Source: an optimization exercise on an open RTL-to-GDS flow (aim: small area). Production flows keep margins and buffers that such runs may drop.
RTL that was checked went through simulation tests only; none was proved equivalent to the original.
For runs 1 and 2, only the layout was checked, not whether the RTL still works.
Power is estimated from default activity; no workload was simulated.

**flow/run.sh**
```bash
#!/bin/bash
# synth_recipe.tcl (not shown) runs the flow's synth.tcl, then flattens the netlist and writes it again
# the make line also repeats each setting of config.mk as NAME=value (left out here)
make -C /OpenROAD-flow-scripts/flow DESIGN_CONFIG=/design/flow/config.mk WORK_HOME=/design/flow/orfs CLKGATE_MAP_FILE= SYNTH_SCRIPT=/design/flow/synth_recipe.tcl finish
```
**flow/config.mk**
```make
export PLATFORM = sky130hd
export DESIGN_NAME = psfc
export DESIGN_NICKNAME = psfc
export VERILOG_FILES = /design/flow/design.v
export SDC_FILE = /design/flow/constraint.sdc
export NUM_CORES = 4
export LEC_CHECK = 0
export CAP_MARGIN = 20
export CORE_MARGIN = 2
export CORE_UTILIZATION = 25
export PLACE_DENSITY = 0.35
export SLEW_MARGIN = 20
```
**flow/constraint.sdc**
```tcl
create_clock -name core_clock -period 25.0 [get_ports {clk}]
set_input_delay 5.0000 -clock core_clock [delete_from_list [all_inputs] [get_ports {clk}]]
set_output_delay 5.0000 -clock core_clock [all_outputs]
set_load 0.01 [all_outputs]
```
**flow/design.v**
```verilog
module psfc (
    input  logic        clk,
    input  logic        rst,
    input  logic [7:0]  bus_addr,
    input  logic        bus_wr,
    input  logic        bus_rd,
    input  logic [31:0] bus_wdata,
    output logic [31:0] bus_rdata,
    output logic        irq,
    output logic [7:0]  tx_data,
    output logic        tx_valid,
    input  logic        tx_ready,
    input  logic [7:0]  rx_data,
    input  logic        rx_valid,
    output logic        rx_ready,
    input  logic        lnk_err
);
    localparam logic [31:0] ID_VALUE = 32'h5053_0001;
    localparam logic [7:0]  SYNC     = 8'hAA;
    localparam logic [1:0] S_IDLE   = 2'd0;
    localparam logic [1:0] S_TX     = 2'd1;
    localparam logic [1:0] S_RX     = 2'd2;
    localparam logic [1:0] S_SETTLE = 2'd3;
    localparam logic [3:0] OP_ENC_RAW  = 4'h1;
    localparam logic [3:0] OP_ENC_NUM  = 4'h2;
    localparam logic [3:0] OP_DECODE   = 4'h3;
    localparam logic [3:0] OP_XFER     = 4'h4;
    localparam logic [3:0] OP_REMOTE   = 4'h5;
    localparam logic [3:0] OP_OUTPUT   = 4'h6;
    localparam logic [3:0] OP_SET_MAXV = 4'h7;
    localparam logic [3:0] OP_SET_IMAX = 4'h8;
    localparam logic [3:0] OP_STATUS   = 4'h9;
    localparam logic [3:0] OP_RAMP     = 4'hA;
    localparam logic [3:0] OP_VALIDATE = 4'hB;
    localparam logic [3:0] OP_UNPACK   = 4'hC;
    localparam logic [2:0] E_NONE     = 3'd0;
    localparam logic [2:0] E_ENCODING = 3'd1;
    localparam logic [2:0] E_FRAME    = 3'd2;
    localparam logic [2:0] E_COMM     = 3'd3;
    localparam logic [2:0] E_NACK     = 3'd4;
    localparam logic [2:0] E_ILLEGAL  = 3'd5;
    localparam logic [2:0] E_ARGUMENT = 3'd6;
    localparam logic [3:0] D_LEN       = 4'd1;
    localparam logic [3:0] D_SYNC      = 4'd2;
    localparam logic [3:0] D_CHK       = 4'd3;
    localparam logic [3:0] D_TIMEOUT   = 4'd4;
    localparam logic [3:0] D_LINK      = 4'd5;
    localparam logic [3:0] D_NACK      = 4'd6;
    localparam logic [3:0] D_PAYLEN    = 4'd7;
    localparam logic [3:0] D_BAD_OP    = 4'd8;
    localparam logic [3:0] D_BAD_SUB   = 4'd9;
    localparam logic [3:0] D_RSVD_BITS = 4'd10;
    localparam logic [3:0] D_BAD_FLAG  = 4'd11;
    localparam logic [3:0] D_ZERO_STEP = 4'd12;
    localparam logic [3:0] D_RANGE     = 4'd13;
    localparam logic [3:0] D_BAD_FIELD = 4'd14;
    localparam logic [5:0] A_ID        = 6'h00;
    localparam logic [5:0] A_CMD       = 6'h01;
    localparam logic [5:0] A_STATUS    = 6'h02;
    localparam logic [5:0] A_CFG       = 6'h03;
    localparam logic [5:0] A_DEV_ADDR  = 6'h04;
    localparam logic [5:0] A_ARG       = 6'h05;
    localparam logic [5:0] A_PAYLEN    = 6'h06;
    localparam logic [5:0] A_RXLEN     = 6'h07;
    localparam logic [5:0] A_RX_TMO    = 6'h08;
    localparam logic [5:0] A_RAMP_FROM = 6'h09;
    localparam logic [5:0] A_RAMP_TO   = 6'h0A;
    localparam logic [5:0] A_RAMP_STEP = 6'h0B;
    localparam logic [5:0] A_RAMP_OFF  = 6'h0C;
    localparam logic [5:0] A_SETTLE    = 6'h0D;
    localparam logic [5:0] A_RAMP_POS  = 6'h0E;
    localparam logic [5:0] A_RAMP_CNT  = 6'h0F;
    localparam logic [5:0] A_ERR_INFO  = 6'h10;
    localparam logic [5:0] A_RESULT    = 6'h11;
    localparam logic [5:0] A_DEC_HDR   = 6'h12;
    localparam logic [5:0] A_DEC_FLAGS = 6'h13;
    localparam logic [5:0] A_CUR_MEAS  = 6'h14;
    localparam logic [5:0] A_VOLT_MEAS = 6'h15;
    localparam logic [5:0] A_IMAX      = 6'h16;
    localparam logic [5:0] A_VMAX      = 6'h17;
    localparam logic [5:0] A_VSET      = 6'h18;
    function automatic logic [4:0] nbytes(input logic [31:0] v);
        if (v[31:24] != 8'd0)      nbytes = 5'd4;
        else if (v[23:16] != 8'd0) nbytes = 5'd3;
        else if (v[15:8] != 8'd0)  nbytes = 5'd2;
        else                       nbytes = 5'd1;
    endfunction
    function automatic logic sub_in_set(input logic [7:0] s);
        sub_in_set = (s == 8'h20) || (s == 8'h21) || (s == 8'h22) ||
               (s == 8'h23) || (s == 8'h24) || (s == 8'h26);
    endfunction
    logic [31:0]  cmd_q;
    logic [1:0]   st;
    logic         done, fv, busy_wr, stray;
    logic [1:0]   cfg;
    logic [7:0]   dev_addr;
    logic [31:0]  arg;
    logic [4:0]   paylen;
    logic [4:0]   rxlen;
    logic [31:0]  rx_timeout;
    logic [31:0]  ramp_from, ramp_to, ramp_step, ramp_offset, settle;
    logic [31:0]  ramp_pos, ramp_cnt;
    logic [3:0]   ei_detail;
    logic [7:0]   ei_sub;
    logic [31:0]  result;
    logic [31:0]  dec_hdr;
    logic [7:0]   chk_calc, chk_rcv;
    logic         chk_ok;
    logic [7:0]   cur_hi;
    logic [31:0]  volt_meas;
    logic [15:0]  imax;
    logic [31:0]  vmax, vset;
    logic [207:0] txbuf;
    logic [207:0] rxbuf;
    logic [175:0] paybuf;
    logic [7:0]   tsum, rsum;        
    logic [4:0]   txidx;
    logic [31:0]  cnt;               
    logic [31:0]  r_c;
    logic         r_final;
    wire [3:0] opr = cmd_q[3:0];
    wire [5:0] wa   = bus_addr[7:2];
    wire       busy = (st != S_IDLE);
    wire       in_x = st[0] ^ st[1];           
    wire addr_is_reg = (wa <= A_VSET) ||
                       (wa >= 6'h20 && wa <= 6'h26) ||
                       (wa >= 6'h28 && wa <= 6'h2E) ||
                       (wa >= 6'h30 && wa <= 6'h35);
    wire host_wr = bus_wr && !busy && (wa != A_STATUS);
    wire accept  = host_wr && (wa == A_CMD);
    wire wr_tx   = host_wr && (wa[5:3] == 3'b100) && (wa[2:0] != 3'd7);
    wire wr_rx   = host_wr && (wa[5:3] == 3'b101) && (wa[2:0] != 3'd7);
    wire [3:0] c_op   = bus_wdata[3:0];
    wire       c_buf  = bus_wdata[4];
    wire [7:0] c_sub  = bus_wdata[15:8];
    wire [4:0] c_off  = bus_wdata[20:16];
    wire [2:0] c_wid  = bus_wdata[23:21];
    wire       c_rsvd = (bus_wdata[7:5] != 3'd0) || (bus_wdata[31:24] != 8'd0);
    wire       c_bad  = (c_op == 4'h0) || (c_op >= 4'hD);
    wire [2:0] err_v;
    logic [31:0] rd;
    always_comb begin
        case (wa)
            A_ID:        rd = ID_VALUE;
            A_CMD:       rd = cmd_q;
            A_STATUS:    rd = {14'd0, stray, busy_wr, 6'd0, st, 1'b0, err_v, 1'b0, fv, done, busy};
            A_CFG:       rd = {30'd0, cfg};
            A_DEV_ADDR:  rd = {24'd0, dev_addr};
            A_ARG:       rd = arg;
            A_PAYLEN:    rd = {27'd0, paylen};
            A_RXLEN:     rd = {27'd0, rxlen};
            A_RX_TMO:    rd = rx_timeout;
            A_RAMP_FROM: rd = ramp_from;
            A_RAMP_TO:   rd = ramp_to;
            A_RAMP_STEP: rd = ramp_step;
            A_RAMP_OFF:  rd = ramp_offset;
            A_SETTLE:    rd = settle;
            A_RAMP_POS:  rd = ramp_pos;
            A_RAMP_CNT:  rd = ramp_cnt;
            A_ERR_INFO:  rd = {12'd0, (ei_detail != 4'd0) ? opr : 4'd0, ei_sub, 4'd0, ei_detail};
            A_RESULT:    rd = result;
            A_DEC_HDR:   rd = dec_hdr;
            A_DEC_FLAGS: rd = {13'd0, (dec_hdr[30:24] != 7'd0), (dec_hdr[23:16] == 8'h80),
                                chk_ok, chk_rcv, chk_calc};
            A_CUR_MEAS:  rd = {16'd0, cur_hi, dec_hdr[23:16]};
            A_VOLT_MEAS: rd = volt_meas;
            A_IMAX:      rd = {16'd0, imax};
            A_VMAX:      rd = vmax;
            A_VSET:      rd = vset;
            6'h20: rd = txbuf[31:0];
            6'h21: rd = txbuf[63:32];
            6'h22: rd = txbuf[95:64];
            6'h23: rd = txbuf[127:96];
            6'h24: rd = txbuf[159:128];
            6'h25: rd = txbuf[191:160];
            6'h26: rd = {16'd0, txbuf[207:192]};
            6'h28: rd = rxbuf[31:0];
            6'h29: rd = rxbuf[63:32];
            6'h2A: rd = rxbuf[95:64];
            6'h2B: rd = rxbuf[127:96];
            6'h2C: rd = rxbuf[159:128];
            6'h2D: rd = rxbuf[191:160];
            6'h2E: rd = {16'd0, rxbuf[207:192]};
            6'h30: rd = paybuf[31:0];
            6'h31: rd = paybuf[63:32];
            6'h32: rd = paybuf[95:64];
            6'h33: rd = paybuf[127:96];
            6'h34: rd = paybuf[159:128];
            6'h35: rd = {16'd0, paybuf[175:160]};
            default: rd = 32'd0;
        endcase
    end
    assign bus_rdata = rd;
    logic [2:0] err_c;
    always_comb begin
        case (ei_detail)
            D_LEN:                           err_c = E_FRAME;
            D_SYNC, D_CHK:                   err_c = (opr == OP_RAMP) ? E_COMM : E_FRAME;
            D_TIMEOUT, D_LINK:               err_c = E_COMM;
            D_NACK:                          err_c = E_NACK;
            D_PAYLEN:                        err_c = E_ENCODING;
            D_BAD_OP, D_BAD_SUB, D_RSVD_BITS: err_c = E_ILLEGAL;
            D_BAD_FLAG, D_ZERO_STEP, D_RANGE, D_BAD_FIELD: err_c = E_ARGUMENT;
            default:                         err_c = E_NONE;
        endcase
    end
    assign err_v = err_c;
    wire       rx_store = in_x && (rxlen < 5'd26) && rx_valid;
    wire [4:0] rxlen_nx = rxlen + {4'd0, rx_store};
    wire       rx_last  = (rxlen_nx == 5'd26);
    wire       w6   = (wa[2:0] == 3'd6);
    wire [7:0] nb1  = w6 ? 8'd0 : bus_wdata[15:8];
    wire [7:0] nb2  = w6 ? 8'd0 : bus_wdata[23:16];
    wire [7:0] nb3  = w6 ? 8'd0 : bus_wdata[31:24];
    wire [7:0] ob1  = w6 ? 8'd0 : rd[15:8];
    wire [7:0] ob2  = rd[23:16];
    wire [7:0] ob3  = rd[31:24];
    wire [7:0] wdelta = bus_wdata[7:0] + nb1 + nb2 + nb3 - rd[7:0] - ob1 - ob2 - ob3;
    wire [7:0] sdelta = rx_store ? ((rxlen < 5'd25) ? rx_data : 8'd0) : wdelta;
    wire [7:0] sbase  = wr_tx ? tsum : rsum;
    wire [7:0] snext  = sbase + sdelta;
    wire [7:0] dc_rcv  = (rx_store && rxlen == 5'd25) ? rx_data : rxbuf[207:200];
    wire       val_tx  = accept && (c_op == OP_VALIDATE) && c_buf;
    wire [7:0] ck_calc = val_tx ? tsum : rsum;
    wire [7:0] ck_rcv  = val_tx ? txbuf[207:200] : dc_rcv;
    wire       ck_eq   = (ck_calc == ck_rcv);
    wire       dc_sync = (rxbuf[7:0] == SYNC);
    wire       dc_chkbad = cfg[0] && !ck_eq;
    wire       dc_ack_ok = (rxbuf[31:24] == 8'h80);
    wire [4:0]   up_off = busy ? txidx : c_off;
    wire         up_tx  = busy || c_buf;
    wire [5:0]   up_end = {1'b0, c_off} + {3'd0, c_wid};
    wire         up_bad = (c_wid == 3'd0) || (c_wid > 3'd4) || (up_end > 6'd26);
    logic [151:0] us16;                                                           
    always_comb begin
        for (int j = 0; j < 19; j++) begin
            if (j < 10 && up_off[4])
                us16[8*j +: 8] = up_tx ? txbuf[8*(j+16) +: 8] : rxbuf[8*(j+16) +: 8];
            else
                us16[8*j +: 8] = up_tx ? txbuf[8*j +: 8] : rxbuf[8*j +: 8];
        end
    end
    wire [87:0]  us8  = up_off[3] ? us16[151:64] : us16[87:0];                     
    wire [55:0]  us4  = up_off[2] ? us8[87:32]   : us8[55:0];                      
    wire [39:0]  us2  = up_off[1] ? us4[55:16]   : us4[39:0];                      
    wire [31:0]  us1  = up_off[0] ? us2[39:8]    : us2[31:0];
    wire [31:0]  up_val = {us1[31:24] & {8{c_wid > 3'd3}},
                           us1[23:16] & {8{c_wid > 3'd2}},
                           us1[15:8]  & {8{c_wid > 3'd1}},
                           us1[7:0]};
    wire cnt_hit = (cnt[31:1] == 31'd0);
    logic x_end, x_fail, x_to_rx;
    logic [3:0] x_det;
    always_comb begin
        x_end = 1'b0; x_fail = 1'b0; x_det = 4'd0; x_to_rx = 1'b0;
        if (in_x) begin
            if (lnk_err) begin
                x_end = 1'b1; x_fail = 1'b1; x_det = D_LINK;
            end else if (st == S_TX) begin
                if (tx_ready && txidx == 5'd25) begin
                    if (rx_last) x_end = 1'b1;
                    else         x_to_rx = 1'b1;
                end
            end else if (rx_last) begin
                x_end = 1'b1;
            end else if (rx_timeout != 32'd0 && cnt_hit) begin
                x_end = 1'b1; x_fail = 1'b1; x_det = D_TIMEOUT;
            end
        end
    end
    wire [31:0] rs_v  = accept ? ramp_from : r_c;
    wire        rs_up = (ramp_to > ramp_from);
    wire [32:0] rs_r33   = {1'b0, rs_v} + {1'b0, ramp_step ^ {32{!rs_up}}} + {32'd0, !rs_up};
    wire [31:0] rs_r     = rs_r33[31:0];
    wire        rs_final = rs_up ? (rs_r33[32] || rs_r >= ramp_to)
                                 : (!rs_r33[32] || rs_r <= ramp_to);
    wire [31:0] rs_c     = rs_final ? ramp_to : rs_r;
    wire [33:0] rs_w34   = {2'b00, rs_c} + {{2{ramp_offset[31]}}, ramp_offset};
    wire        rs_range = rs_w34[33] || rs_w34[32];
    wire [31:0] rs_w     = rs_w34[31:0];
    logic       fin;
    logic [3:0] fin_det;
    logic       do_build, do_start, dec_len_fail, do_dec, dec_good, do_val, do_unpack;
    logic       ramp_acc, do_rstep, ramp_rec, go_settle;
    always_comb begin
        fin = 1'b0; fin_det = 4'd0;
        do_build = 1'b0; do_start = 1'b0;
        dec_len_fail = 1'b0; do_dec = 1'b0; dec_good = 1'b0;
        do_val = 1'b0; do_unpack = 1'b0;
        ramp_acc = 1'b0; do_rstep = 1'b0; ramp_rec = 1'b0; go_settle = 1'b0;
        if (accept) begin
            fin = 1'b1;
            if (c_bad) begin
                fin_det = D_BAD_OP;
            end else if (c_rsvd) begin
                fin_det = D_RSVD_BITS;
            end else begin
                case (c_op)
                    OP_ENC_RAW: begin
                        if (!sub_in_set(c_sub))  fin_det = D_BAD_SUB;
                        else if (paylen > 5'd22) fin_det = D_PAYLEN;
                        else                     do_build = 1'b1;
                    end
                    OP_ENC_NUM: begin
                        if (!sub_in_set(c_sub)) fin_det = D_BAD_SUB;
                        else                    do_build = 1'b1;
                    end
                    OP_DECODE: begin
                        if (rxlen != 5'd26) begin
                            dec_len_fail = 1'b1; fin_det = D_LEN;
                        end else begin
                            do_dec = 1'b1;
                            if (!dc_sync)       fin_det = D_SYNC;
                            else if (dc_chkbad) fin_det = D_CHK;
                            else                dec_good = 1'b1;
                        end
                    end
                    OP_XFER: begin
                        fin = 1'b0; do_start = 1'b1;
                    end
                    OP_REMOTE, OP_OUTPUT: begin
                        if (arg[31:1] != 31'd0) fin_det = D_BAD_FLAG;
                        else begin fin = 1'b0; do_build = 1'b1; do_start = 1'b1; end
                    end
                    OP_SET_MAXV, OP_SET_IMAX, OP_STATUS: begin
                        fin = 1'b0; do_build = 1'b1; do_start = 1'b1;
                    end
                    OP_RAMP: begin
                        ramp_acc = 1'b1;
                        if (ramp_from == ramp_to) ;
                        else if (ramp_step == 32'd0) fin_det = D_ZERO_STEP;
                        else begin
                            do_rstep = 1'b1;
                            if (rs_range) fin_det = D_RANGE;
                            else begin fin = 1'b0; do_build = 1'b1; do_start = 1'b1; end
                        end
                    end
                    OP_VALIDATE: do_val = 1'b1;
                    OP_UNPACK: begin
                        if (up_bad) fin_det = D_BAD_FIELD;
                        else        do_unpack = 1'b1;
                    end
                    default: ;
                endcase
            end
        end else if (x_end) begin
            if (x_fail) begin
                fin = 1'b1; fin_det = x_det;
            end else if (opr == OP_XFER) begin
                fin = 1'b1;
            end else begin
                do_dec = 1'b1;
                if (!dc_sync) begin
                    fin = 1'b1; fin_det = D_SYNC;
                end else if (dc_chkbad) begin
                    fin = 1'b1; fin_det = D_CHK;
                end else begin
                    dec_good = 1'b1;
                    if (opr != OP_STATUS && !dc_ack_ok) begin
                        fin = 1'b1; fin_det = D_NACK;
                    end else if (opr != OP_RAMP) begin
                        fin = 1'b1;
                    end else begin
                        ramp_rec = 1'b1;
                        if (settle != 32'd0) go_settle = 1'b1;
                        else if (r_final)    fin = 1'b1;
                        else                 do_rstep = 1'b1;
                    end
                end
            end
        end else if (st == S_SETTLE && cnt_hit) begin
            if (r_final) fin = 1'b1;
            else         do_rstep = 1'b1;
        end
        if (do_rstep && !accept) begin
            if (rs_range) begin
                fin = 1'b1; fin_det = D_RANGE;
            end else begin
                do_build = 1'b1; do_start = 1'b1;
            end
        end
    end
    wire [3:0] cur_op = accept ? c_op : opr;
    logic [7:0] op_sub;
    always_comb begin
        case (cur_op)
            OP_ENC_RAW, OP_ENC_NUM: op_sub = c_sub;
            OP_XFER:     op_sub = txbuf[23:16];
            OP_REMOTE:   op_sub = 8'h20;
            OP_OUTPUT:   op_sub = 8'h21;
            OP_SET_MAXV: op_sub = 8'h22;
            OP_SET_IMAX: op_sub = 8'h24;
            OP_STATUS:   op_sub = 8'h26;
            OP_RAMP:     op_sub = 8'h23;
            default:     op_sub = 8'h00;
        endcase
    end
    wire [7:0] fin_sub = (accept && (c_bad || c_rsvd)) ? 8'd0 : op_sub;
    wire is_raw = accept && (c_op == OP_ENC_RAW);
    wire [31:0] lo32 = !accept ? rs_w :
                       (c_op == OP_RAMP) ? rs_w :
                       (c_op == OP_STATUS) ? 32'd0 : arg;
    logic [175:0] bld_pay;
    always_comb begin
        for (int i = 0; i < 22; i++) begin
            if (i < 4)
                bld_pay[8*i +: 8] = is_raw ? (paybuf[8*i +: 8] & {8{5'(i) < paylen}}) : lo32[8*i +: 8];
            else
                bld_pay[8*i +: 8] = paybuf[8*i +: 8] & {8{is_raw && (5'(i) < paylen)}};
        end
    end
    wire [4:0] bld_len = (accept && c_op == OP_STATUS) ? 5'd0 : nbytes(lo32);
    logic [7:0] bld_chk;
    always_comb begin
        bld_chk = SYNC + dev_addr + op_sub;
        for (int i = 0; i < 22; i++) bld_chk = bld_chk + bld_pay[8*i +: 8];
    end
    wire        nrst  = !rst;
    wire        clr   = rst || do_start;                
    wire [31:0] wz    = bus_wdata & {32{nrst}};
    wire [31:0] wzc   = bus_wdata & {32{!clr}};
    wire [31:0] wz500 = (bus_wdata & {32{nrst}}) | (32'd500 & {32{rst}});
    wire        build_q = do_build && nrst;
    wire        pay_q   = do_build && !is_raw && nrst;
    wire [31:0] wzp   = bus_wdata & {32{!(rst || pay_q)}};
    wire [31:0] wzb   = bus_wdata & {32{nrst && !do_build}};
    wire        rx_store_q = rx_store && !clr;
    wire [31:0] rx_col = rx_store_q ? {4{rx_data}} : wzc;     
    wire        w1c   = bus_wr && (wa == A_STATUS);
    wire hw_cfg  = host_wr && (wa == A_CFG);
    wire hw_dev  = host_wr && (wa == A_DEV_ADDR);
    wire hw_arg  = host_wr && (wa == A_ARG);
    wire hw_pln  = host_wr && (wa == A_PAYLEN);
    wire hw_rln  = host_wr && (wa == A_RXLEN);
    wire hw_tmo  = host_wr && (wa == A_RX_TMO);
    wire hw_from = host_wr && (wa == A_RAMP_FROM);
    wire hw_to   = host_wr && (wa == A_RAMP_TO);
    wire hw_step = host_wr && (wa == A_RAMP_STEP);
    wire hw_off  = host_wr && (wa == A_RAMP_OFF);
    wire hw_set  = host_wr && (wa == A_SETTLE);
    logic [1:0] st_nx;
    always_comb begin
        st_nx = st;
        if (do_start)       st_nx = S_TX;
        else if (fin)       st_nx = S_IDLE;
        else if (go_settle) st_nx = S_SETTLE;
        else if (x_to_rx)   st_nx = S_RX;
    end
    always_ff @(posedge clk) begin
        st      <= st_nx & {2{nrst}};
        done    <= nrst && (fin || (done && !accept && !(w1c && bus_wdata[1])));
        busy_wr <= nrst && ((bus_wr && busy && !w1c && addr_is_reg) ||
                            (busy_wr && !(w1c && bus_wdata[16])));
        stray   <= nrst && ((rx_valid && !rx_store) || (stray && !(w1c && bus_wdata[17])));
        if (rst || dec_len_fail || do_dec) fv <= dec_good && nrst;
        if (rst || accept)  cmd_q       <= wz;
        if (rst || hw_cfg)  cfg         <= wz[1:0];
        if (rst || hw_dev)  dev_addr    <= wz[7:0];
        if (rst || hw_arg)  arg         <= wz;
        if (rst || hw_tmo)  rx_timeout  <= wz;
        if (rst || hw_from) ramp_from   <= wz;
        if (rst || hw_to)   ramp_to     <= wz;
        if (rst || hw_step) ramp_step   <= wz500;
        if (rst || hw_off)  ramp_offset <= wz;
        if (rst || hw_set)  settle      <= wz;
        if (rst || hw_pln || pay_q) paylen <= pay_q ? bld_len : wz[4:0];
        if (clr || hw_rln || rx_store) rxlen <= (rx_store && !clr) ? rxlen_nx : wzc[4:0];
        if (rst || ramp_acc || ramp_rec)
            ramp_pos <= (ramp_acc ? ramp_from : r_c) & {32{nrst}};
        if (rst || ramp_acc || ramp_rec)
            ramp_cnt <= (ramp_cnt + 32'd1) & {32{!(rst || ramp_acc)}};
        if (rst || accept || fin) begin
            ei_detail <= fin_det & {4{nrst}};
            ei_sub    <= fin_sub & {8{nrst && (fin_det != 4'd0)}};
        end
        if (rst || do_unpack) result <= up_val & {32{nrst}};
        if (rst || dec_good) begin
            dec_hdr   <= {rxbuf[79:72], rxbuf[31:24], rxbuf[23:16], rxbuf[15:8]} & {32{nrst}};
            cur_hi    <= rxbuf[39:32]   & {8{nrst}};
            volt_meas <= rxbuf[71:40]   & {32{nrst}};
            imax      <= rxbuf[95:80]   & {16{nrst}};
            vmax      <= rxbuf[127:96]  & {32{nrst}};
            vset      <= rxbuf[159:128] & {32{nrst}};
        end
        if (rst || do_dec || do_val) begin
            chk_calc <= ck_calc & {8{nrst}};
            chk_rcv  <= ck_rcv  & {8{nrst}};
            chk_ok   <= ck_eq && nrst;
        end
        if (rst || wr_tx || build_q) tsum <= build_q ? bld_chk : (snext & {8{nrst}});
        if (clr || wr_rx || rx_store) rsum <= snext & {8{!clr}};
    end
    wire [207:0] bld_frame = {bld_chk, bld_pay, op_sub, dev_addr, SYNC};
    genvar gk;
    generate
        for (gk = 0; gk < 7; gk++) begin : g_word
            localparam int W = (gk == 6) ? 16 : 32;
            wire tx_we = rst || build_q || (wr_tx && wa[2:0] == 3'(gk));
            always_ff @(posedge clk)
                if (tx_we) txbuf[32*gk +: W] <= (bld_frame[32*gk +: W] & {W{build_q}}) | wzb[W-1:0];
        end
        for (gk = 0; gk < 26; gk++) begin : g_rxbyte
            wire st_i = rx_store && (rxlen == 5'(gk));
            wire rx_we = clr || st_i || (wr_rx && wa[2:0] == 3'(gk / 4));
            always_ff @(posedge clk)
                if (rx_we) rxbuf[8*gk +: 8] <= rx_col[8*(gk % 4) +: 8];
        end
        for (gk = 0; gk < 6; gk++) begin : g_payword
            localparam int W = (gk == 5) ? 16 : 32;
            wire pb_we = rst || pay_q || (host_wr && wa == 6'h30 + 6'(gk));
            if (gk == 0) begin : g_lo
                always_ff @(posedge clk)
                    if (pb_we) paybuf[31:0] <= (lo32 & {32{pay_q}}) | wzp;
            end else begin : g_hi
                always_ff @(posedge clk)
                    if (pb_we) paybuf[32*gk +: W] <= wzp[W-1:0];
            end
        end
    endgenerate
    always_ff @(posedge clk) begin
        if (do_start)                                txidx <= 5'd0;
        else if (st == S_TX && tx_ready && !lnk_err) txidx <= txidx + 5'd1;
        if (go_settle)       cnt <= settle;
        else if (st == S_TX) cnt <= rx_timeout;
        else                 cnt <= cnt - 32'd1;
        if (do_rstep) begin
            r_c     <= rs_c;
            r_final <= rs_final;
        end
    end
    assign irq      = done && cfg[1];
    assign tx_valid = (st == S_TX);
    assign tx_data  = us1[7:0];
    assign rx_ready = 1'b1;
    wire unused_rd = bus_rd;
endmodule
```
==> results.json, run 1 <==
{
  "outcome": "complete, no violations",
  "grt_max_degree": 87,
  "drv.max_cap_violation_count": 0,
  "core_um2": 288000,
  "num_io_pins": 98,
  "postSynth.asyncResetShare": 0,
  "critPathRequiredTime_ns": 25.60,
  "wirelength_um": 611000,
  "synth_top_flop_cell": "sky130_fd_sc_hd__edfxtp_1",
  "dpl.hpwl_um": 472000,
  "worst_ir_drop_vdd_uv": 278,
  "final_antenna_net_count": 0,
  "crit_share_post_route": 0.946,
  "die_height_um": 541,
  "cts-buffers-inserted": 166,
  "number_of_distinct_library_cells_after_synthesis": 87,
  "cell_pwr_density_nw_per_um2": 119,
  "hold_viol_final": 0,
  "worst-slew-pin-transition_ns": 1.34,
  "final.min_clock_period_ns": 23.66,
  "min_path_type": "reg -> reg",
  "antenna_violations_before_repair": 136,
  "power.leakage_nw": 31.6,
  "fin_worst_skew_ns": 0.0772,
  "first_pass_iters": 9,
  "pre_cts_ws_ns": 0.759,
  "floorplan.die_area_um2": 293000,
  "grt_pass1_wl_um": 749000,
  "post_synthesis_net_count": 7054,
  "arrival_ns": 24.26,
  "setup_viol_count_final": 0,
  "synth_enable_flop_cells": 1195,
  "routabilityCongestion": 1.08,
  "ctsHtreeMaxLevel": 4,
  "vias_in_the_first_global_route": 62100,
  "fin_ws_ns": 1.34,
  "drive_above_1_share": 0.138,
  "area_delta_synth_final_pct": 19.2,
  "final_core_utilization": 0.299,
  "global_route.usage.total": 0.406,
  "drt_first_iter_violations": 12500,
  "detail_route.drc_violations": 0,
  "port_buffers": 93,
  "path_max_fanout": 7,
  "path_class": "in -> reg",
  "ys_seq_area_frac": 0.509,
  "cts-resized-gates": 0,
  "achievable-frequency_ghz": 0.0423,
  "worst_path_max_delay_cell": "sky130_fd_sc_hd__or4_1",
  "timing.critical_path.to_type": "register",
  "largest_registers_in_the_final_layout": "rxbuf: 208 flops, txbuf: 208 flops, paybuf: 176 flops",
  "row_count": 197,
  "cts_post_setup_buffers_inserted": 0,
  "grt_remaining_overflow": 0,
  "most_repeated_library_cell_on_the_critical_path": "sky130_fd_sc_hd__fa_1",
  "synth-seq-cells": 1237,
  "max-slew-margin-rel": 0.100,
  "finalSetupTns_ns": 0,
  "clk_transition_reported_paths_ns": 0.06,
  "dr_total_vias": 68400,
  "root_buffer": "sky130_fd_sc_hd__clkbuf_16",
  "die_w_um": 541,
  "startpoint_type": "primary input",
  "clock_sink_count": 1237,
  "worstSkewPairLatency_ns": 0.93,
  "synthesis.area_per_instance_um2": 10.9,
  "ctsLongestPathBuffers": 4,
  "initial_core_utilization": 0.251,
  "timing_max_transition_violations_final": 0,
  "number_of_instances_in_the_synthesized_netlist": 6643,
  "timing.critical_path.slowest_cell_delay_ns": 0.87,
  "fin_total_pwr_mw": 10.2,
  "net_total_in_the_final_layout": 7302,
  "cts_tree": "done",
  "synthesized_area_um2": 72200,
  "grt_setup_unrepaired": "false",
  "routedWlPerCell_um": 56.1,
  "hold_buffers": 0,
  "viasPerCell": 6.28,
  "synthesis.yosys.warnings": 19
}
[cell usage after synthesis (all sizes together) (151+ instances only)]
master,count,share of area
a22oi,286,0.030
a21oi,560,0.039
edfxtp,1195,0.50
o21ai,267,0.019
nor2b,213,0.018
clkbuf,354,0.018
nor2,319,0.017
nand2,855,0.044
ha,176,0.031
fa,180,0.050
inv,286,0.015
nand3,151,0.010
[final cells by class]
class | instances | area [µm²]
Clock buffer | 194 | 4300
Antenna cell | 95 | 238
Fill cell | 29800 | 202000
Multi-Input combinational cell | 4701 | 33700
Inverter | 287 | 1080
Sequential cell | 1237 | 36700
Clock inverter | 101 | 1210
Timing Repair Buffer | 498 | 4070
Tap cell | 3781 | 4730
[cell usage in the layout (no fill, tap or decap), types with 91 or more instances in the layout]
cell type and n:
sky130_fd_sc_hd__o21ai_0 228, sky130_fd_sc_hd__fa_1 180, sky130_fd_sc_hd__nand4_1 98, sky130_fd_sc_hd__edfxtp_1 1195
sky130_fd_sc_hd__and2_1 127, sky130_fd_sc_hd__nand3_1 149, sky130_fd_sc_hd__nor2b_1 201, sky130_fd_sc_hd__clkbuf_16 168
sky130_fd_sc_hd__a21oi_1 554, sky130_fd_sc_hd__a221oi_1 101, sky130_fd_sc_hd__inv_1 284, sky130_fd_sc_hd__ha_1 175
sky130_fd_sc_hd__xnor2_1 128, sky130_fd_sc_hd__xor2_1 91, sky130_fd_sc_hd__a22oi_1 286, sky130_fd_sc_hd__buf_4 396
sky130_fd_sc_hd__nor2_1 305, sky130_fd_sc_hd__diode_2 95, sky130_fd_sc_hd__and3_1 103, sky130_fd_sc_hd__nand2_1 848
[critical path: cells and delay by family]
kind / cells / cell delay, ns
compound gates: 25 / 6.62
mux: 2 / 0.49
buf+inv: 12 / 2.10
xor+xnor: 9 / 1.74
fa+ha+maj: 13 / 5.78
simple gates: 11 / 2.45
[kinds of logic after synthesis]
family          Yosys count  synth area share
other cells               1         0.0000519
flops                  1237             0.509
simple gates           2199             0.148
buf+inv                 705            0.0370
xor+xnor                225            0.0282
mux                     216            0.0446
compound gates         1704             0.153
fa+ha+maj               356            0.0804
[where the power goes]
group          switching [mW]  internal (mW)
Combinational            3.19           1.74
Clock                    1.07           1.49
Sequential              0.259           2.47
Total                    4.52           5.70
[through the flow]
step	instance area (µm²)	instances	hold WS [ns]
after floorplan	72200	6643	0.466
after global placement	80100	10500	0.521
final	86000	10900	0.531
after detailed placement	80200	10500	0.517
after CTS	85700	10800	0.530
after global routing	85900	10800	0.565
[path summary, 6_finish.rpt]
path                            from                   end  slack [ns]  cells after the start
max                      bus_addr[5]  txbuf[207]$_DFFE_PP_        1.34                     72
min             settle[19]$_DFFE_PP_       cnt[19]$_DFF_P_        0.53                      2
max reg2reg  ramp_from[29]$_DFFE_PP_  txbuf[207]$_DFFE_PP_        3.90                     73
min reg2reg     settle[19]$_DFFE_PP_       cnt[19]$_DFF_P_        0.53                      2
[metal layers]
metal,wire [µm],track usage
met1,231000,0.495
met2,252000,0.579
met3,71100,0.146
met4,56300,0.316
met5,228,0
==> run 2: changes to the inputs <==
--- a/flow/config.mk
+++ b/flow/config.mk
@@ -8,5 +8,7 @@
 export CAP_MARGIN = 20
 export CORE_MARGIN = 2
-export CORE_UTILIZATION = 25
-export PLACE_DENSITY = 0.35
+export CORE_UTILIZATION = 60
+export CTS_BUF_LIST = sky130_fd_sc_hd__clkbuf_4 sky130_fd_sc_hd__clkbuf_8
+export GPL_TIMING_DRIVEN = 0
+export PLACE_DENSITY = 0.7
 export SLEW_MARGIN = 20
==> results.json, run 2 <==
{
  "ctsHtreeMaxLevel": 4,
  "last_step_reached": "global routing",
  "dpl.hpwl_um": 402000,
  "outcome": "stopped before the end",
  "port_buffers": 85,
  "ctsLongestPathBuffers": 3,
  "grt_remaining_overflow": 3245,
  "initial_core_utilization": 0.603,
  "adder_cell_area_share_of_the_yosys_netlist": 0.0804,
  "synth-xor-area-share": 0.0282,
  "hold_buffers": 0,
  "placed_cells_incl_taps": 8425,
  "first-error": "[ERROR GRT-0116] Global routing finished with congestion. Check the congestion regions in the DRC Viewer.",
  "synth_top_flop_cell": "sky130_fd_sc_hd__edfxtp_1",
  "synth_enable_flop_cells": 1195,
  "clock_sink_count": 1237,
  "post_synthesis_net_count": 7054,
  "synth_mux_area_frac": 0.0446,
  "root_buffer": "sky130_fd_sc_hd__clkbuf_8",
  "yosys.cell_count.top_type": "sky130_fd_sc_hd__edfxtp_1",
  "synthesized_area_um2": 72200,
  "pre_cts_ws_ns": -0.961,
  "grt_pass1_wl_um": 773000,
  "die_w_um": 351,
  "cts-buffers-inserted": 206,
  "synth-seq-cells": 1237,
  "dominant_combinational_cell_family_by_area_after_synthesis": "compound AO/OA/AOI/OAI gates",
  "synthesis.area_per_instance_um2": 10.9,
  "synth_area_leaders": "sky130_fd_sc_hd__edfxtp_1, sky130_fd_sc_hd__fa_1, sky130_fd_sc_hd__nand2_1",
  "synth.top_cells.by_count": "sky130_fd_sc_hd__edfxtp_1, sky130_fd_sc_hd__nand2_1, sky130_fd_sc_hd__a21oi_1",
  "vias_in_the_first_global_route": 81300,
  "routabilityCongestion": 1.56,
  "synth_top_cell_area_share": 0.497,
  "number_of_instances_in_the_synthesized_netlist": 6643,
  "ys_seq_area_frac": 0.509,
  "synthSimpleGateAreaFrac": 0.148,
  "grt_max_degree": 51,
  "synth.largest_area_cell": "sky130_fd_sc_hd__edfxtp_1",
  "fraction_of_the_mapped_netlist_area_in_compound_gates": 0.153,
  "postSynth.asyncResetShare": 0,
  "die_height_um": 351,
  "synthesis.yosys.warnings": 19,
  "global_route.usage.total": 0.917,
  "row_count": 127,
  "number_of_distinct_library_cells_after_synthesis": 87,
  "num_io_pins": 98
}
## run 2: cell counts after synthesis
No cell type changed its count.
## run 2: power by group through the flow
stage | Sequential (mW) | Clock [mW] | Combinational (mW)
after floorplan | 2.56 | 0 | 2.49
after detailed placement | 2.75 | 0 | 3.91
after global placement | 2.76 | 0 | 3.77
after CTS | 2.71 | 1.90 | 3.96
## run 2: kinds of logic after synthesis
| group | count (synthesis) |
|---|---|
| simple gates | 2199 |
| compound gates | 1704 |
| flops | 1237 |
| buf+inv | 705 |
| fa+ha+maj | 356 |
| xor+xnor | 225 |
| mux | 216 |
| other cells | 1 |
## run 2: how the worst min path moves through the flow
stage	start	endpoint	slack, ns
2_1_floorplan	busy_wr$_DFF_P_	busy_wr$_DFF_P_	0.47
3_3_place_gp	settle[19]$_DFFE_PP_	cnt[19]$_DFF_P_	0.50
3_5_place_dp	settle[25]$_DFFE_PP_	cnt[25]$_DFF_P_	0.51
4_1_cts	settle[25]$_DFFE_PP_	cnt[25]$_DFF_P_	0.52
## run 2: per-layer routing
metal  overflow  track usage
met5         31        0.741
met4        864        0.899
met3        364        0.851
met2       1682         1.01
met1        304        0.905
## run 2: repair_timing
item | in CTS
setup endpoints to repair | 2
hold endpoints to repair | 0
gates resized for setup | 1
setup buffers | 0
## run 2: through the flow
step | setup TNS [ns] | instance area, µm² | hold slack (ns)
CTS | 0 | 81000 | 0.517
floorplan | 0 | 72200 | 0.466
global placement | -3.31 | 75100 | 0.502
detailed placement | -1.92 | 76800 | 0.508
==> run 3: changes to the inputs <==
--- a/flow/design.v
+++ b/flow/design.v
@@ -115,4 +115,8 @@
     logic [175:0] paybuf;
     logic [7:0]   tsum, rsum;        
+    logic         pv;                
+    logic         rv;                
+    logic         dv;                
+    logic         cv;                
     logic [4:0]   txidx;
     logic [31:0]  cnt;               
@@ -139,55 +143,46 @@
     wire       c_bad  = (c_op == 4'h0) || (c_op >= 4'hD);
     wire [2:0] err_v;
+    logic [31:0] rw [0:63];
+    logic        rok [0:63];
     logic [31:0] rd;
     always_comb begin
-        case (wa)
-            A_ID:        rd = ID_VALUE;
-            A_CMD:       rd = cmd_q;
-            A_STATUS:    rd = {14'd0, stray, busy_wr, 6'd0, st, 1'b0, err_v, 1'b0, fv, done, busy};
-            A_CFG:       rd = {30'd0, cfg};
-            A_DEV_ADDR:  rd = {24'd0, dev_addr};
-            A_ARG:       rd = arg;
-            A_PAYLEN:    rd = {27'd0, paylen};
-            A_RXLEN:     rd = {27'd0, rxlen};
-            A_RX_TMO:    rd = rx_timeout;
-            A_RAMP_FROM: rd = ramp_from;
-            A_RAMP_TO:   rd = ramp_to;
-            A_RAMP_STEP: rd = ramp_step;
-            A_RAMP_OFF:  rd = ramp_offset;
-            A_SETTLE:    rd = settle;
-            A_RAMP_POS:  rd = ramp_pos;
-            A_RAMP_CNT:  rd = ramp_cnt;
-            A_ERR_INFO:  rd = {12'd0, (ei_detail != 4'd0) ? opr : 4'd0, ei_sub, 4'd0, ei_detail};
-            A_RESULT:    rd = result;
-            A_DEC_HDR:   rd = dec_hdr;
-            A_DEC_FLAGS: rd = {13'd0, (dec_hdr[30:24] != 7'd0), (dec_hdr[23:16] == 8'h80),
-                                chk_ok, chk_rcv, chk_calc};
-            A_CUR_MEAS:  rd = {16'd0, cur_hi, dec_hdr[23:16]};
-            A_VOLT_MEAS: rd = volt_meas;
-            A_IMAX:      rd = {16'd0, imax};
-            A_VMAX:      rd = vmax;
-            A_VSET:      rd = vset;
-            6'h20: rd = txbuf[31:0];
-            6'h21: rd = txbuf[63:32];
-            6'h22: rd = txbuf[95:64];
-            6'h23: rd = txbuf[127:96];
-            6'h24: rd = txbuf[159:128];
-            6'h25: rd = txbuf[191:160];
-            6'h26: rd = {16'd0, txbuf[207:192]};
-            6'h28: rd = rxbuf[31:0];
-            6'h29: rd = rxbuf[63:32];
-            6'h2A: rd = rxbuf[95:64];
-            6'h2B: rd = rxbuf[127:96];
-            6'h2C: rd = rxbuf[159:128];
-            6'h2D: rd = rxbuf[191:160];
-            6'h2E: rd = {16'd0, rxbuf[207:192]};
-            6'h30: rd = paybuf[31:0];
-            6'h31: rd = paybuf[63:32];
-            6'h32: rd = paybuf[95:64];
-            6'h33: rd = paybuf[127:96];
-            6'h34: rd = paybuf[159:128];
-            6'h35: rd = {16'd0, paybuf[175:160]};
-            default: rd = 32'd0;
-        endcase
+        for (int i = 0; i < 64; i++) begin rw[i] = 32'd0; rok[i] = 1'b1; end
+        rw[A_ID]        = ID_VALUE;
+        rw[A_CMD]       = cmd_q;
+        rw[A_STATUS]    = {14'd0, stray, busy_wr, 6'd0, st, 1'b0, err_v, 1'b0, fv, done, busy};
+        rw[A_CFG]       = {30'd0, cfg};
+        rw[A_DEV_ADDR]  = {24'd0, dev_addr};
+        rw[A_ARG]       = arg;
+        rw[A_PAYLEN]    = {27'd0, paylen};
+        rw[A_RXLEN]     = {27'd0, rxlen};
+        rw[A_RX_TMO]    = rx_timeout;
+        rw[A_RAMP_FROM] = ramp_from;
+        rw[A_RAMP_TO]   = ramp_to;
+        rw[A_RAMP_STEP] = ramp_step;
+        rw[A_RAMP_OFF]  = ramp_offset;
+        rw[A_SETTLE]    = settle;
+        rw[A_RAMP_POS]  = ramp_pos;                    rok[A_RAMP_POS]  = pv;
+        rw[A_RAMP_CNT]  = ramp_cnt;
+        rw[A_ERR_INFO]  = {12'd0, (ei_detail != 4'd0) ? opr : 4'd0, ei_sub, 4'd0, ei_detail};
+        rw[A_RESULT]    = result;                      rok[A_RESULT]    = rv;
+        rw[A_DEC_HDR]   = dec_hdr;                     rok[A_DEC_HDR]   = dv;
+        rw[A_DEC_FLAGS] = {13'd0, dv && (dec_hdr[30:24] != 7'd0), dv && (dec_hdr[23:16] == 8'h80),
+                           {chk_ok, chk_rcv, chk_calc} & {17{cv}}};
+        rw[A_CUR_MEAS]  = {16'd0, cur_hi, dec_hdr[23:16]}; rok[A_CUR_MEAS] = dv;
+        rw[A_VOLT_MEAS] = volt_meas;                   rok[A_VOLT_MEAS] = dv;
+        rw[A_IMAX]      = {16'd0, imax};               rok[A_IMAX]      = dv;
+        rw[A_VMAX]      = vmax;                        rok[A_VMAX]      = dv;
+        rw[A_VSET]      = vset;                        rok[A_VSET]      = dv;
+        for (int k = 0; k < 6; k++) begin
+            rw[6'h20 + k] = txbuf[32*k +: 32];
+            rw[6'h28 + k] = rxbuf[32*k +: 32];
+        end
+        rw[6'h26] = {16'd0, txbuf[207:192]};
+        rw[6'h2E] = {16'd0, rxbuf[207:192]};
+        for (int k = 0; k < 5; k++) rw[6'h30 + k] = paybuf[32*k +: 32];
+        rw[6'h35] = {16'd0, paybuf[175:160]};
+        rd = 32'd0;
+        for (int i = 0; i < 64; i++)
+            rd = rd | (rw[i] & {32{(wa == 6'(i)) && rok[i]}});
     end
     assign bus_rdata = rd;
@@ -209,15 +204,17 @@
     wire [4:0] rxlen_nx = rxlen + {4'd0, rx_store};
     wire       rx_last  = (rxlen_nx == 5'd26);
-    wire       w6   = (wa[2:0] == 3'd6);
-    wire [7:0] nb1  = w6 ? 8'd0 : bus_wdata[15:8];
-    wire [7:0] nb2  = w6 ? 8'd0 : bus_wdata[23:16];
-    wire [7:0] nb3  = w6 ? 8'd0 : bus_wdata[31:24];
-    wire [7:0] ob1  = w6 ? 8'd0 : rd[15:8];
-    wire [7:0] ob2  = rd[23:16];
-    wire [7:0] ob3  = rd[31:24];
-    wire [7:0] wdelta = bus_wdata[7:0] + nb1 + nb2 + nb3 - rd[7:0] - ob1 - ob2 - ob3;
-    wire [7:0] sdelta = rx_store ? ((rxlen < 5'd25) ? rx_data : 8'd0) : wdelta;
+    wire       hwb  = wr_tx || wr_rx;
+    wire       hw4  = hwb && (wa[2:0] != 3'd6);
+    wire [7:0] nb0  = bus_wdata[7:0]   & {8{hwb}};
+    wire [7:0] nb1  = bus_wdata[15:8]  & {8{hw4}};
+    wire [7:0] nb2  = bus_wdata[23:16] & {8{hw4}};
+    wire [7:0] nb3  = bus_wdata[31:24] & {8{hw4}};
+    wire [7:0] ob0  = ~rd[7:0]   & {8{hwb}};
+    wire [7:0] ob1  = ~rd[15:8]  & {8{hw4}};
+    wire [7:0] ob2  = ~rd[23:16] & {8{hw4}};
+    wire [7:0] ob3  = ~rd[31:24] & {8{hw4}};
+    wire [7:0] ocor = {5'd0, hw4, 1'b0, hwb && !hw4};    
+    wire [7:0] rx_add = (rx_store && rxlen < 5'd25) ? rx_data : 8'd0;
     wire [7:0] sbase  = wr_tx ? tsum : rsum;
-    wire [7:0] snext  = sbase + sdelta;
     wire [7:0] dc_rcv  = (rx_store && rxlen == 5'd25) ? rx_data : rxbuf[207:200];
     wire       val_tx  = accept && (c_op == OP_VALIDATE) && c_buf;
@@ -269,5 +266,5 @@
         end
     end
-    wire [31:0] rs_v  = accept ? ramp_from : r_c;
+    wire [31:0] rs_v  = busy ? r_c : ramp_from;    
     wire        rs_up = (ramp_to > ramp_from);
     wire [32:0] rs_r33   = {1'b0, rs_v} + {1'b0, ramp_step ^ {32{!rs_up}}} + {32'd0, !rs_up};
@@ -381,5 +378,5 @@
         end
     end
-    wire [3:0] cur_op = accept ? c_op : opr;
+    wire [3:0] cur_op = busy ? opr : c_op;
     logic [7:0] op_sub;
     always_comb begin
@@ -398,5 +395,5 @@
     wire [7:0] fin_sub = (accept && (c_bad || c_rsvd)) ? 8'd0 : op_sub;
     wire is_raw = accept && (c_op == OP_ENC_RAW);
-    wire [31:0] lo32 = !accept ? rs_w :
+    wire [31:0] lo32 = busy ? rs_w :
                        (c_op == OP_RAMP) ? rs_w :
                        (c_op == OP_STATUS) ? 32'd0 : arg;
@@ -410,10 +407,22 @@
         end
     end
-    wire [4:0] bld_len = (accept && c_op == OP_STATUS) ? 5'd0 : nbytes(lo32);
-    logic [7:0] bld_chk;
+    wire [4:0] bld_len = (!busy && c_op == OP_STATUS) ? 5'd0 : nbytes(lo32);
+    wire        t_bld = do_build;
+    logic [7:0] tsumo;
     always_comb begin
-        bld_chk = SYNC + dev_addr + op_sub;
-        for (int i = 0; i < 22; i++) bld_chk = bld_chk + bld_pay[8*i +: 8];
+        tsumo = (t_bld ? SYNC : sbase)
+              + (t_bld ? dev_addr : (nb0 | rx_add))
+              + (t_bld ? op_sub : nb1)
+              + (t_bld ? bld_pay[7:0]   : nb2)
+              + (t_bld ? bld_pay[15:8]  : nb3)
+              + (t_bld ? bld_pay[23:16] : ob0)
+              + (t_bld ? bld_pay[31:24] : ob1)
+              + (bld_pay[39:32] | (ob2  & {8{!t_bld}}))
+              + (bld_pay[47:40] | (ob3  & {8{!t_bld}}))
+              + (bld_pay[55:48] | (ocor & {8{!t_bld}}));
+        for (int i = 7; i < 22; i++) tsumo = tsumo + bld_pay[8*i +: 8];
     end
+    wire [7:0] bld_chk = tsumo;
+    wire [7:0] snext   = tsumo;
     wire        nrst  = !rst;
     wire        clr   = rst || do_start;                
@@ -466,27 +475,29 @@
         if (rst || hw_pln || pay_q) paylen <= pay_q ? bld_len : wz[4:0];
         if (clr || hw_rln || rx_store) rxlen <= (rx_store && !clr) ? rxlen_nx : wzc[4:0];
-        if (rst || ramp_acc || ramp_rec)
-            ramp_pos <= (ramp_acc ? ramp_from : r_c) & {32{nrst}};
-        if (rst || ramp_acc || ramp_rec)
-            ramp_cnt <= (ramp_cnt + 32'd1) & {32{!(rst || ramp_acc)}};
+        pv <= nrst && (pv || ramp_acc);
+        rv <= nrst && (rv || do_unpack);
+        dv <= nrst && (dv || dec_good);
+        cv <= nrst && (cv || do_dec || do_val);
+        if (ramp_acc || ramp_rec) ramp_pos <= rs_v;
+        ramp_cnt <= (ramp_cnt + {31'd0, ramp_rec}) & {32{!(rst || ramp_acc)}};
         if (rst || accept || fin) begin
             ei_detail <= fin_det & {4{nrst}};
             ei_sub    <= fin_sub & {8{nrst && (fin_det != 4'd0)}};
         end
-        if (rst || do_unpack) result <= up_val & {32{nrst}};
-        if (rst || dec_good) begin
-            dec_hdr   <= {rxbuf[79:72], rxbuf[31:24], rxbuf[23:16], rxbuf[15:8]} & {32{nrst}};
-            cur_hi    <= rxbuf[39:32]   & {8{nrst}};
-            volt_meas <= rxbuf[71:40]   & {32{nrst}};
-            imax      <= rxbuf[95:80]   & {16{nrst}};
-            vmax      <= rxbuf[127:96]  & {32{nrst}};
-            vset      <= rxbuf[159:128] & {32{nrst}};
+        if (do_unpack) result <= up_val;
+        if (dec_good) begin
+            dec_hdr   <= {rxbuf[79:72], rxbuf[31:24], rxbuf[23:16], rxbuf[15:8]};
+            cur_hi    <= rxbuf[39:32];
+            volt_meas <= rxbuf[71:40];
+            imax      <= rxbuf[95:80];
+            vmax      <= rxbuf[127:96];
+            vset      <= rxbuf[159:128];
         end
-        if (rst || do_dec || do_val) begin
-            chk_calc <= ck_calc & {8{nrst}};
-            chk_rcv  <= ck_rcv  & {8{nrst}};
-            chk_ok   <= ck_eq && nrst;
+        if (do_dec || do_val) begin
+            chk_calc <= ck_calc;
+            chk_rcv  <= ck_rcv;
+            chk_ok   <= ck_eq;
         end
-        if (rst || wr_tx || build_q) tsum <= build_q ? bld_chk : (snext & {8{nrst}});
+        if (rst || wr_tx || build_q) tsum <= tsumo & {8{nrst}};
         if (clr || wr_rx || rx_store) rsum <= snext & {8{!clr}};
     end
==> flow/config.mk (replaced) <==
export PLATFORM = sky130hd
export DESIGN_NAME = psfc
export DESIGN_NICKNAME = psfc
export VERILOG_FILES = /design/flow/design.v
export SDC_FILE = /design/flow/constraint.sdc
export NUM_CORES = 4
export LEC_CHECK = 0
export CAP_MARGIN = 20
export CORE_MARGIN = 2
export CORE_UTILIZATION = 33
export CTS_CLUSTER_DIAMETER = 60
export CTS_CLUSTER_SIZE = 25
export PLACE_DENSITY = 0.45
export SLEW_MARGIN = 20
==> results.json, run 3 <==
{
  "layout.area.seq_um2": 36500,
  "critPathRequiredTime_ns": 25.61,
  "detail_route.drc_violations": 0,
  "port_buffers": 93,
  "die_w_um": 466,
  "grt_pass1_wl_um": 657000,
  "grt_max_degree": 111,
  "mostFrequentLayoutCells": "sky130_fd_sc_hd__edfxtp_1, sky130_fd_sc_hd__nand2_1, sky130_fd_sc_hd__a21oi_1",
  "synthesized_area_um2": 70400,
  "synth-seq-cells": 1241,
  "cts-buffers-inserted": 153,
  "ctsHtreeMaxLevel": 4,
  "achievable-frequency_ghz": 0.0460,
  "startpoint_type": "register",
  "setup_viol_count_final": 0,
  "row_count": 169,
  "synth_top_cell_area_share": 0.496,
  "dpl-instance-area_um2": 76300,
  "cell_pwr_density_nw_per_um2": 77.0,
  "cts_post_setup_buffers_inserted": 0,
  "min_path_type": "reg -> reg",
  "number_of_distinct_library_cells_after_synthesis": 116,
  "ys_seq_area_frac": 0.518,
  "worst-slew-pin-transition_ns": 1.36,
  "synthesis.yosys.warnings": 21,
  "timing.critical_path.to_type": "register",
  "hold_viol_final": 0,
  "wirelength_um": 530000,
  "cts_tree": "done",
  "postSynth.asyncResetShare": 0,
  "core_um2": 212000,
  "area_delta_synth_final_pct": 16.1,
  "clk_transition_reported_paths_ns": 0.07,
  "die_height_um": 466,
  "routabilityCongestion": 1.14,
  "worst_path_max_delay_cell": "sky130_fd_sc_hd__o31ai_2",
  "final.min_clock_period_ns": 21.73,
  "pre_cts_ws_ns": 3.26,
  "cts-resized-gates": 0,
  "path_max_fanout": 26,
  "grt_remaining_overflow": 0,
  "clock_sink_count": 1241,
  "vias_in_the_first_global_route": 59300,
  "timing_max_transition_violations_final": 0,
  "num_io_pins": 98,
  "synth.top_cells.by_count": "sky130_fd_sc_hd__edfxtp_1, sky130_fd_sc_hd__nand2_1, sky130_fd_sc_hd__a21oi_1",
  "synth_area_leaders": "sky130_fd_sc_hd__edfxtp_1, sky130_fd_sc_hd__fa_1, sky130_fd_sc_hd__nand2_1",
  "global_route.usage.total": 0.473,
  "worst_ir_drop_vdd_uv": 76.8,
  "ctsLongestPathBuffers": 3,
  "worstSkewPairLatency_ns": 0.86,
  "crit_share_post_route": 0.869,
  "post_synthesis_net_count": 6600,
  "dpl.hpwl_um": 399000,
  "filler_cell_count": 20600,
  "initial_core_utilization": 0.332,
  "drv.max_cap_violation_count": 0,
  "floorplan.die_area_um2": 217000,
  "synth_enable_flop_cells": 1163,
  "max-slew-margin-rel": 0.0871,
  "largest_registers_in_the_final_layout": "rxbuf: 208 flops, txbuf: 208 flops, paybuf: 176 flops",
  "net_total_in_the_final_layout": 6760,
  "fin_worst_skew_ns": 0.0445,
  "drt_first_iter_violations": 13700,
  "final_antenna_net_count": 0,
  "number_of_instances_in_the_synthesized_netlist": 6242,
  "power.leakage_nw": 30.0,
  "final_cell_area_um2": 81700,
  "fin_ws_ns": 3.27,
  "drive_above_1_share": 0.145,
  "multi_input_gate_area_um2": 32000,
  "root_buffer": "sky130_fd_sc_hd__clkbuf_16",
  "antenna_violations_before_repair": 84,
  "grt_setup_unrepaired": "false",
  "routedWlPerCell_um": 56.2,
  "finalSetupTns_ns": 0,
  "hold_buffers": 0,
  "dr_total_vias": 67700,
  "synth.largest_area_cell": "sky130_fd_sc_hd__edfxtp_1",
  "path_class": "reg -> reg",
  "timing.critical_path.slowest_cell_delay_ns": 1.08,
  "yosys.cell_count.top_type": "sky130_fd_sc_hd__edfxtp_1",
  "synth_top_flop_cell": "sky130_fd_sc_hd__edfxtp_1",
  "arrival_ns": 22.34,
  "fin_total_pwr_mw": 6.30,
  "viasPerCell": 7.18,
  "synthesis.area_per_instance_um2": 11.3,
  "first_pass_iters": 7,
  "layout.cells.most_common": "sky130_fd_sc_hd__edfxtp_1",
  "outcome": "complete, no violations"
}
-- run 3: critical path: cells and delay by family (launching register included) --
kind                       cells  cell delay [ns]
DFF                            1             0.58
xor gates and xnor gates       7             1.48
adders and majority gates     12             5.49
AOI/OAI and AO/OA             23             8.32
and+or+nand+nor               13             3.56
buffers and inverters          6             0.96
muxes                          2             0.99
-- run 3: layout make-up --
class,count,area share
Antenna cell,81,0.00248
Clock inverter,111,0.0142
Tap cell,2821,0.0432
Multi-Input combinational cell,4322,0.391
Inverter,279,0.0128
Timing Repair Buffer,405,0.0409
Clock buffer,171,0.0487
Sequential cell,1241,0.446
-- run 3: report_power, final --
part | switching (mW) | internal (mW)
Clock | 1.12 | 1.26
Sequential | 0.207 | 2.40
Combinational | 0.891 | 0.421
-- run 3: cell families after synthesis --
family | synth area share
xor+xnor | 0.0248
buf+inv | 0.0385
flops | 0.518
mux | 0.0491
fa+ha+maj | 0.0694
compound gates | 0.166
other cells | 0.0000533
simple gates | 0.134
-- run 3: path summary, 6_finish.rpt --
kind | endpoint | cells past startpoint | start | slack [ns]
worst max-delay path | txbuf[207]$_DFFE_PP_ | 63 | ramp_from[25]$_DFFE_PP_ | 3.27
worst min-delay path | rv$_DFF_P_ | 2 | rv$_DFF_P_ | 0.49
worst max register to register | txbuf[207]$_DFFE_PP_ | 63 | ramp_from[25]$_DFFE_PP_ | 3.27
worst min register to register | rv$_DFF_P_ | 2 | rv$_DFF_P_ | 0.49
-- run 3: layer usage --
| metal | vias up | wire length, µm | part of all wire | GRT usage |
|---|---|---|---|---|
| met5 | - | 656 | 0.0012 | 0.00549 |
| met4 | 48 | 45000 | 0.085 | 0.333 |
| met3 | 1715 | 88300 | 0.17 | 0.278 |
| met2 | 6958 | 205000 | 0.39 | 0.624 |
| met1 | 34700 | 191000 | 0.36 | 0.566 |
| li1 | 24300 | - | - | - |
-- run 3: metrics by stage --
stage | std cells | hold slack [ns] | util
2_1_floorplan | 6242 | 0.432 | -
3_3_place_gp | 9062 | 0.448 | 0.360
3_5_place_dp | 9064 | 0.463 | 0.360
4_1_cts | 9346 | 0.480 | 0.384
5_1_grt | 9359 | 0.494 | 0.385
6_report | 9431 | 0.485 | 0.385
==> run 4: changes to the inputs <==
--- a/flow/config.mk
+++ b/flow/config.mk
@@ -8,7 +8,5 @@
 export CAP_MARGIN = 20
 export CORE_MARGIN = 2
-export CORE_UTILIZATION = 33
-export CTS_CLUSTER_DIAMETER = 60
-export CTS_CLUSTER_SIZE = 25
-export PLACE_DENSITY = 0.45
+export CORE_UTILIZATION = 25
+export PLACE_DENSITY = 0.35
 export SLEW_MARGIN = 20
==> results.json, run 4 <==
{
  "setup_viol_count_final": 0,
  "cell_pwr_density_nw_per_um2": 77.8,
  "mostFrequentLayoutCells": "sky130_fd_sc_hd__edfxtp_1, sky130_fd_sc_hd__nand2_1, sky130_fd_sc_hd__a21oi_1",
  "grt_pass1_wl_um": 701000,
  "critPathRequiredTime_ns": 25.61,
  "post_synthesis_net_count": 6600,
  "power_frac_seq": 0.405,
  "min_path_type": "reg -> reg",
  "floorplan.die_area_um2": 286000,
  "placed_cells_incl_taps": 9981,
  "yosys.cell_count.top_type": "sky130_fd_sc_hd__edfxtp_1",
  "drv.max_cap_violation_count": 0,
  "clock_sink_count": 1241,
  "ys_seq_area_frac": 0.518,
  "synth_enable_flop_cells": 1163,
  "fin_worst_skew_ns": 0.115,
  "timing_max_transition_violations_final": 0,
  "layoutNonFillerInstCount": 10300,
  "initial_core_utilization": 0.252,
  "synth_top_flop_cell": "sky130_fd_sc_hd__edfxtp_1",
  "largest_registers_in_the_final_layout": "rxbuf: 208 flops, txbuf: 208 flops, paybuf: 176 flops",
  "net_total_in_the_final_layout": 6785,
  "arrival_ns": 22.31,
  "critical_path.top_delay_family": "compound AO/OA/AOI/OAI gates",
  "drive_above_1_share": 0.143,
  "pre_cts_ws_ns": 3.28,
  "power.leakage_nw": 30.2,
  "row_count": 194,
  "routabilityCongestion": 1.09,
  "dr_total_vias": 65900,
  "crit_share_post_route": 0.868,
  "layout.cells.most_common": "sky130_fd_sc_hd__edfxtp_1",
  "synthesis.area_per_instance_um2": 11.3,
  "startpoint_type": "register",
  "global_route.usage.total": 0.385,
  "outcome": "complete, no violations",
  "synthesis.yosys.warnings": 21,
  "grt_max_degree": 105,
  "area_delta_synth_final_pct": 18.0,
  "synth_top_cell_area_share": 0.496,
  "ctsHtreeMaxLevel": 4,
  "fin_ws_ns": 3.30,
  "grt_remaining_overflow": 0,
  "path_max_fanout": 33,
  "die_height_um": 535,
  "path_class": "reg -> reg",
  "num_io_pins": 98,
  "fin_worst_hold_slack_ns": 0.489,
  "hold_viol_final": 0,
  "worstSkewPairLatency_ns": 0.91,
  "synth_area_leaders": "sky130_fd_sc_hd__edfxtp_1, sky130_fd_sc_hd__fa_1, sky130_fd_sc_hd__nand2_1",
  "clk_transition_reported_paths_ns": 0.06,
  "p_sw_frac": 0.338,
  "timing.critical_path.buf_inv": 6,
  "root_buffer": "sky130_fd_sc_hd__clkbuf_16",
  "synthesized_area_um2": 70400,
  "cts-buffers-inserted": 168,
  "worst-slew-pin-transition_ns": 1.39,
  "finalSetupTns_ns": 0,
  "power.clock.fraction": 0.389,
  "number_of_distinct_library_cells_after_synthesis": 116,
  "routedWlPerCell_um": 54.8,
  "postSynth.asyncResetShare": 0,
  "hold_buffers": 0,
  "max-slew-margin-rel": 0.0742,
  "die_w_um": 535,
  "detail_route.drc_violations": 0,
  "achievable-frequency_ghz": 0.0461,
  "number_of_instances_in_the_synthesized_netlist": 6242,
  "drt_first_iter_violations": 12300,
  "wirelength_um": 566000,
  "port_buffers": 93,
  "power_frac_comb": 0.206,
  "viasPerCell": 6.38,
  "synth.top_cells.by_count": "sky130_fd_sc_hd__edfxtp_1, sky130_fd_sc_hd__nand2_1, sky130_fd_sc_hd__a21oi_1",
  "internal_power_mw": 4.28,
  "dpl-instance-area_um2": 77500,
  "vias_in_the_first_global_route": 60000,
  "final.min_clock_period_ns": 21.70,
  "antenna_violations_before_repair": 97,
  "worst_ir_drop_vdd_uv": 63.3,
  "synth-seq-cells": 1241,
  "first_pass_iters": 9,
  "timing.critical_path.to_type": "register",
  "final_antenna_net_count": 0,
  "dpl.hpwl_um": 434000,
  "synth.largest_area_cell": "sky130_fd_sc_hd__edfxtp_1",
  "timing.critical_path.slowest_cell_delay_ns": 1.05,
  "final_cell_area_um2": 83000,
  "cts_post_setup_buffers_inserted": 0,
  "cts-resized-gates": 0,
  "grt_setup_unrepaired": "false",
  "worst_path_max_delay_cell": "sky130_fd_sc_hd__o21ai_4",
  "most_repeated_library_cell_on_the_critical_path": "sky130_fd_sc_hd__fa_1",
  "switching_power_mw": 2.18,
  "core_um2": 280000,
  "cts_tree": "done",
  "ctsLongestPathBuffers": 4
}
==> run 4: cell counts after synthesis <==
Identical to the previous run, type by type.
==> run 4: per-stage QoR <==
| step | util | power (mW) |
|---|---|---|
| floorplan | - | 3.21 |
| global placement | 0.277 | 3.93 |
| detailed placement | 0.277 | 3.92 |
| CTS | 0.296 | 6.41 |
| global route | 0.296 | 6.58 |
| finish | 0.297 | 6.46 |
==> run 4: final cells by class <==
class                      instances  area (µm²)
sequential                      1241       36500
clock buffer                     216        4470
fill                           28700      197000
multi-input combinational       4322       31900
antenna                           62         155
inverter                         279        1050
timing repair buffer             415        3370
tap                             3724        4660
clock inverter                    77         912
==> run 4: per-layer routing <==
| layer | share of wire | up-vias | global-route usage |
|---|---|---|---|
| li1 | - | 24200 | - |
| met1 | 0.38 | 34600 | 0.473 |
| met2 | 0.40 | 5780 | 0.536 |
| met3 | 0.14 | 1301 | 0.177 |
| met4 | 0.076 | 44 | 0.249 |
| met5 | 0.0014 | - | 0.0122 |
==> run 4: path summary, 6_finish.rpt <==
kind / startpoint / to / slack, ns / cells after the start
min: rxbuf[114]$_DFFE_PP_ / vmax[18]$_DFFE_PP_ / 0.49 / 0
min reg2reg: rxbuf[114]$_DFFE_PP_ / vmax[18]$_DFFE_PP_ / 0.49 / 0
max reg2reg: ramp_from[24]$_DFFE_PP_ / txbuf[207]$_DFFE_PP_ / 3.30 / 60
max: ramp_from[24]$_DFFE_PP_ / txbuf[207]$_DFFE_PP_ / 3.30 / 60
==> run 4: kinds of logic after synthesis <==
kind of cell | after synthesis | share of synthesized area
XOR/XNOR | 197 | 0.0248
flip-flops | 1241 | 0.518
AO/OA/AOI/OAI | 1705 | 0.166
multiplexers | 233 | 0.0491
other | 1 | 0.0000533
buffers and inverters | 679 | 0.0385
adder cells (fa/ha/maj) | 304 | 0.0694
AND/OR/NAND/NOR | 1882 | 0.134
==> run 4: power groups by stage <==
stage / clock network (mW) / logic [mW] / registers, mW
floorplan: 0 / 0.728 / 2.49
global placement: 0 / 1.29 / 2.64
detailed placement: 0 / 1.29 / 2.64
CTS: 2.52 / 1.30 / 2.59
global route: 2.59 / 1.39 / 2.60
finish: 2.51 / 1.33 / 2.62

static timing again, ports no longer ideal:
In the flow no input, the clock included, has a driving cell. The finished layouts below were timed again as built, in two steps.
Step 1: set_driving_cell puts a clkbuf_16 on clk and a buf_2 on each other input, an assumption about the parent block.
Step 2 times the ports against the registers' clock, not the clock port: input delays grow and output delays shrink by t, the midpoint of the rising clock arrivals with the driver on.
Slacks: ideal / step 1 / step 2; pairs: ideal / step 1.
| run | t, ns | setup WS [ns] | hold WS [ns] | pins driven straight from the clock port |
|---|---|---|---|---|
| run 1 | 1.008 | 1.342 / 1.435 / 0.427 | 0.531 / 0.531 / 0.531 | 1 |
| run 3 | 0.924 | 3.271 / 3.271 / 3.271 | 0.485 / 0.485 / 0.485 | 1 |
| run 4 | 0.966 | 3.299 / 3.299 / 3.299 | 0.489 / 0.489 / 0.489 | 1 |
After both steps every run listed still meets setup and hold. The setup slack of run 1, which loses most, moves by +0.093 ns with the drivers and by -0.915 ns with both steps.
